Background: an optimization exercise with open tools, aiming at small area, a short achievable clock period and few clock cycles per item. Do not read the settings as production practice.
In this exercise RTL edits were held to simulation tests only and were not proved equivalent to the original.

## red
==> flow/design.v <==
module crsf_framer (
    input  wire       clk,
    input  wire       rst,         
    input  wire       in_valid,
    input  wire [7:0] in_data,
    output wire       in_ready,
    output wire       out_valid,
    output wire [7:0] out_data,
    output wire       out_last,
    input  wire       out_ready
);
    localparam [1:0] M_SEEK  = 2'd0,    
                     M_HSYNC = 2'd1,    
                     M_CAND  = 2'd2;    
    function automatic [7:0] crc8_step(input [7:0] r, input [7:0] d);
        integer k;
        reg [7:0] c;
        begin
            c = r ^ d;
            for (k = 0; k < 8; k = k + 1)
                c = c[7] ? ((c << 1) ^ 8'hD5) : (c << 1);
            crc8_step = c;
        end
    endfunction
    function automatic is_sync(input [7:0] b);
        is_sync = (b == 8'hC8) || (b == 8'hEA) || (b == 8'hEC) || (b == 8'hEE);
    endfunction
    function automatic len_ok(input [7:0] b);
        len_ok = (b[7:6] == 2'b00) && (b[5:1] != 5'd0) && (b[5:0] != 6'd63);
    endfunction
    reg [7:0] mem [0:63];
    reg  [7:0] ir;
    reg        ir_v;
    reg        in_rdy;
    reg  [6:0] wr;
    always @(posedge clk)
        ir <= in_data;
    always @(posedge clk)
        if (ir_v)
            mem[wr[5:0]] <= ir;
    reg  [6:0] ra;                 
    reg  [6:0] rp;                 
    reg  [7:0] rd;
    reg        rd_v;
    reg        ra_live;            
    wire       grant_r;
    wire [7:0] pdat;               
    wire       avail   = ra_live ? ir_v : grant_r;
    always @(posedge clk) begin
        rd <= ra_live ? ir : pdat;
        rp <= ra;
    end
    reg  [1:0] mode;
    reg  [6:0] s;                  
    reg  [5:0] k;                  
    reg  [7:0] crc;
    reg  [6:0] nxt;                
    reg        nxt_v;
    reg        psync;              
    wire       sy  = is_sync(rd);
    wire       lv  = len_ok(rd);
    wire [7:0] crc_n = crc8_step(crc, rd);
    wire       last  = (k == 6'd0);
    wire       pass  = (crc == rd);
    reg  [6:0] q0, q1, q2;         
    reg  [1:0] qn;
    reg        qfull;              
    wire       chk     = rd_v && (mode == M_CAND) && last;
    wire       commit  = chk && pass && !qfull;
    wire       stall   = chk && pass && qfull;
    wire       rewind  = chk && !pass && nxt_v;
    wire       flush   = stall || rewind;
    wire [6:0] flush_to = stall ? rp : (nxt + 7'd1);
    always @(posedge clk) begin
        if (rst) begin
            ra      <= 7'd0;
            rd_v    <= 1'b0;
            ra_live <= 1'b1;
        end else if (flush) begin
            ra      <= flush_to;
            rd_v    <= 1'b0;
            ra_live <= 1'b0;
        end else begin
            ra      <= ra + {6'd0, avail};
            rd_v    <= avail;
            if (!ra_live)
                ra_live <= grant_r && !ir_v && (ra + 7'd1 == wr);
        end
    end
    always @(posedge clk) begin
        if (rst) begin
            mode  <= M_SEEK;
            nxt_v <= 1'b0;
        end else if (rd_v) begin
            case (mode)
                M_SEEK: begin
                    if (sy) begin
                        mode <= M_HSYNC;
                        s    <= rp;
                    end
                end
                M_HSYNC: begin
                    if (lv) begin
                        mode  <= M_CAND;
                        k     <= rd[5:0] - 6'd1;
                        crc   <= 8'h00;
                        nxt_v <= 1'b0;
                        psync <= 1'b0;
                    end else if (sy) begin
                        s    <= rp;
                    end else begin
                        mode <= M_SEEK;
                    end
                end
                default: begin
                    if (!last) begin
                        crc   <= crc_n;
                        k     <= k - 6'd1;
                        psync <= sy;
                        if (psync && lv && !nxt_v) begin
                            nxt   <= rp - 7'd1;
                            nxt_v <= 1'b1;
                        end
                    end else if (pass) begin
                        if (!qfull)
                            mode <= M_SEEK;
                    end else if (nxt_v) begin
                        mode <= M_HSYNC;
                        s    <= nxt;
                    end else if (psync && lv) begin
                        s     <= rp - 7'd1;
                        k     <= rd[5:0] - 6'd1;
                        crc   <= 8'h00;
                        nxt_v <= 1'b0;
                        psync <= 1'b0;
                    end else if (sy) begin
                        mode <= M_HSYNC;
                        s    <= rp;
                    end else begin
                        mode <= M_SEEK;
                    end
                end
            endcase
        end
    end
    reg  [7:0] od, sd;             
    reg        ol, sl;
    reg        ov, sv;
    reg        e_act;
    reg  [6:0] e;                  
    reg  [1:0] eph;                
    reg  [5:0] rem;                
    assign     grant_r = !ra_live && !qfull;
    wire       issue   = e_act && !sv && !grant_r;
    assign     pdat    = mem[grant_r ? ra[5:0] : e[5:0]];
    wire       e_last  = (eph == 2'd2) && (rem == 6'd1);
    wire       pop     = qn != 2'd0 && (!e_act || (issue && e_last));
    always @(posedge clk) begin
        if (sv) begin
            if (out_ready) begin
                od <= sd;
                ol <= sl;
            end
        end else if (!ov || out_ready) begin
            if (issue) begin
                od <= pdat;
                ol <= e_last;
            end
        end else if (issue) begin
            sd <= pdat;
            sl <= e_last;
        end
    end
    always @(posedge clk) begin
        if (rst) begin
            ov    <= 1'b0;
            sv    <= 1'b0;
            e_act <= 1'b0;
            qn    <= 2'd0;
            qfull <= 1'b0;
        end else begin
            if (sv) begin
                if (out_ready)
                    sv <= 1'b0;
            end else if (!ov || out_ready) begin
                ov <= issue;
            end else if (issue) begin
                sv <= 1'b1;
            end
            if (pop) begin
                e     <= q0;
                eph   <= 2'd0;
                e_act <= 1'b1;
            end else if (issue) begin
                e <= e + 7'd1;
                if (eph == 2'd0) begin
                    eph <= 2'd1;
                end else if (eph == 2'd1) begin
                    eph <= 2'd2;
                    rem <= pdat[5:0];
                end else begin
                    rem <= rem - 6'd1;
                    if (rem == 6'd1)
                        e_act <= 1'b0;
                end
            end
            if (pop) begin
                q0 <= (qn == 2'd1) ? s : q1;
                q1 <= (qn == 2'd2) ? s : q2;
                q2 <= s;
            end else begin
                if (qn == 2'd0) q0 <= s;
                if (qn == 2'd1) q1 <= s;
                if (qn == 2'd2) q2 <= s;
            end
            qn    <= qn + {1'b0, commit} - {1'b0, pop};
            qfull <= (qn + {1'b0, commit} - {1'b0, pop}) == 2'd3;
        end
    end
    wire [6:0] front = e_act ? e : (qn != 2'd0) ? q0 : (mode == M_SEEK) ? rp : s;
    wire [6:0] used  = wr - front;
    always @(posedge clk) begin
        if (rst) begin
            wr     <= 7'd0;
            ir_v   <= 1'b0;
            in_rdy <= 1'b1;
        end else begin
            wr     <= wr + {6'd0, ir_v};
            ir_v   <= in_valid && in_rdy;
            in_rdy <= ({1'b0, used} + {7'd0, ir_v} + {7'd0, in_rdy}) <= 8'd63;
        end
    end
    assign in_ready  = in_rdy;
    assign out_valid = ov;
    assign out_data  = od;
    assign out_last  = ol;
endmodule
Settings: LEC_CHECK=0, ABC_CLOCK_PERIOD_IN_PS=3000, CAP_MARGIN=20, CORE_MARGIN=2, CORE_UTILIZATION=40, SETUP_SLACK_MARGIN=5, SLEW_MARGIN=20; clock period 8.0 ns.
run.sh (not shown) runs the stock make flow with config.mk's settings and CLKGATE_MAP_FILE= SYNTH_SCRIPT=/design/flow/synth_recipe.tcl, a recipe that flattens the netlist after the stock synthesis.
red went all the way through the flow, and no timing, DRC or antenna check failed.
Testbench counts of red, summed over its fixed seeds: cycles 33,742, bytes 32,000.
## Diff of input files: green against red
--- a/flow/design.v
+++ b/flow/design.v
@@ -69,24 +69,22 @@
     wire       commit  = chk && pass && !qfull;
     wire       stall   = chk && pass && qfull;
     wire       rewind  = chk && !pass && nxt_v;
     wire       flush   = stall || rewind;
     wire [6:0] flush_to = stall ? rp : (nxt + 7'd1);
+    wire [6:0] ra_nx   = flush ? flush_to : ra + {6'd0, avail};
+    wire       live_nx = flush ? 1'b0 :
+                         ra_live ? 1'b1 : (grant_r && !ir_v && (ra + 7'd1 == wr));
     always @(posedge clk) begin
         if (rst) begin
             ra      <= 7'd0;
             rd_v    <= 1'b0;
             ra_live <= 1'b1;
-        end else if (flush) begin
-            ra      <= flush_to;
-            rd_v    <= 1'b0;
-            ra_live <= 1'b0;
-        end else begin
-            ra      <= ra + {6'd0, avail};
-            rd_v    <= avail;
-            if (!ra_live)
-                ra_live <= grant_r && !ir_v && (ra + 7'd1 == wr);
+        end else begin
+            ra      <= ra_nx;
+            rd_v    <= avail && !flush;
+            ra_live <= live_nx;
         end
     end
     always @(posedge clk) begin
         if (rst) begin
             mode  <= M_SEEK;
@@ -148,15 +146,30 @@
     reg        ov, sv;
     reg        e_act;
     reg  [6:0] e;                  
     reg  [1:0] eph;                
     reg  [5:0] rem;                
-    assign     grant_r = !ra_live && !qfull;
+    reg        gr;                 
+    reg  [5:0] pa;                 
+    assign     grant_r = gr;
     wire       issue   = e_act && !sv && !grant_r;
-    assign     pdat    = mem[grant_r ? ra[5:0] : e[5:0]];
+    assign     pdat    = mem[pa];
     wire       e_last  = (eph == 2'd2) && (rem == 6'd1);
     wire       pop     = qn != 2'd0 && (!e_act || (issue && e_last));
+    wire [6:0] e_nx    = pop ? q0 : issue ? e + 7'd1 : e;
+    wire [1:0] qn_nx   = qn + {1'b0, commit} - {1'b0, pop};
+    wire       qfull_nx = (qn_nx == 2'd3);
+    wire       gr_nx   = !live_nx && !qfull_nx;
+    always @(posedge clk) begin
+        if (rst) begin
+            gr <= 1'b0;
+            pa <= 6'd0;
+        end else begin
+            gr <= gr_nx;
+            pa <= gr_nx ? ra_nx[5:0] : e_nx[5:0];
+        end
+    end
     always @(posedge clk) begin
         if (sv) begin
             if (out_ready) begin
                 od <= sd;
                 ol <= sl;
@@ -185,16 +198,15 @@
             end else if (!ov || out_ready) begin
                 ov <= issue;
             end else if (issue) begin
                 sv <= 1'b1;
             end
+            e <= e_nx;
             if (pop) begin
-                e     <= q0;
                 eph   <= 2'd0;
                 e_act <= 1'b1;
             end else if (issue) begin
-                e <= e + 7'd1;
                 if (eph == 2'd0) begin
                     eph <= 2'd1;
                 end else if (eph == 2'd1) begin
                     eph <= 2'd2;
                     rem <= pdat[5:0];
@@ -211,12 +223,12 @@
             end else begin
                 if (qn == 2'd0) q0 <= s;
                 if (qn == 2'd1) q1 <= s;
                 if (qn == 2'd2) q2 <= s;
             end
-            qn    <= qn + {1'b0, commit} - {1'b0, pop};
-            qfull <= (qn + {1'b0, commit} - {1'b0, pop}) == 2'd3;
+            qn    <= qn_nx;
+            qfull <= qfull_nx;
         end
     end
     wire [6:0] front = e_act ? e : (qn != 2'd0) ? q0 : (mode == M_SEEK) ? rp : s;
     wire [6:0] used  = wr - front;
     always @(posedge clk) begin
Notes after the runs:
Re hold slack: green and red aren't equal, and the lower value belongs to green. Detailed-route wire length, green vs red: down by more than 10%. From red to green the numbers moved as follows: relative slew slack went up by 5.1 points, routing usage on met2 decreased 3.0 points, required time of the critical path -20 ps. Met1 track demand over resource: green < red. green finished end to end and its layout was clean on timing, DRC and antenna. red fits on a die that is larger than the die of green.
Testbench counts of green, summed over its fixed seeds: cycles 33,742, bytes 32,000.

-- what the ideal ports hide --
How much do the figures lean on ideal ports? The routed layouts below were timed once more, with nothing changed but the port constraints.
Step 1: set_driving_cell puts a clkbuf_16 on clk and a buf_2 on each other input, an assumption about the parent block.
Step 2 moves the port delays by t, midway between the first and last clock arrival at a register: inputs arrive t later, outputs are due t later. That takes back most of the time a late clock gives input paths.
a / b / c = no drivers / after step 1 / after step 2; a / b = the first two.
run	t (ns)	setup slack, ns	worst register clock-pin slew, ns	cell pins on the clock port's net
red	0.675	4.964 / 4.964 / 4.452	0.06 / 0.06	1
green	0.663	4.831 / 4.831 / 4.517	0.06 / 0.06	1
After both steps every run listed still meets setup and hold. The setup slack of red, which loses most, moves by 0.000 ns with the drivers and by -0.512 ns with both steps.
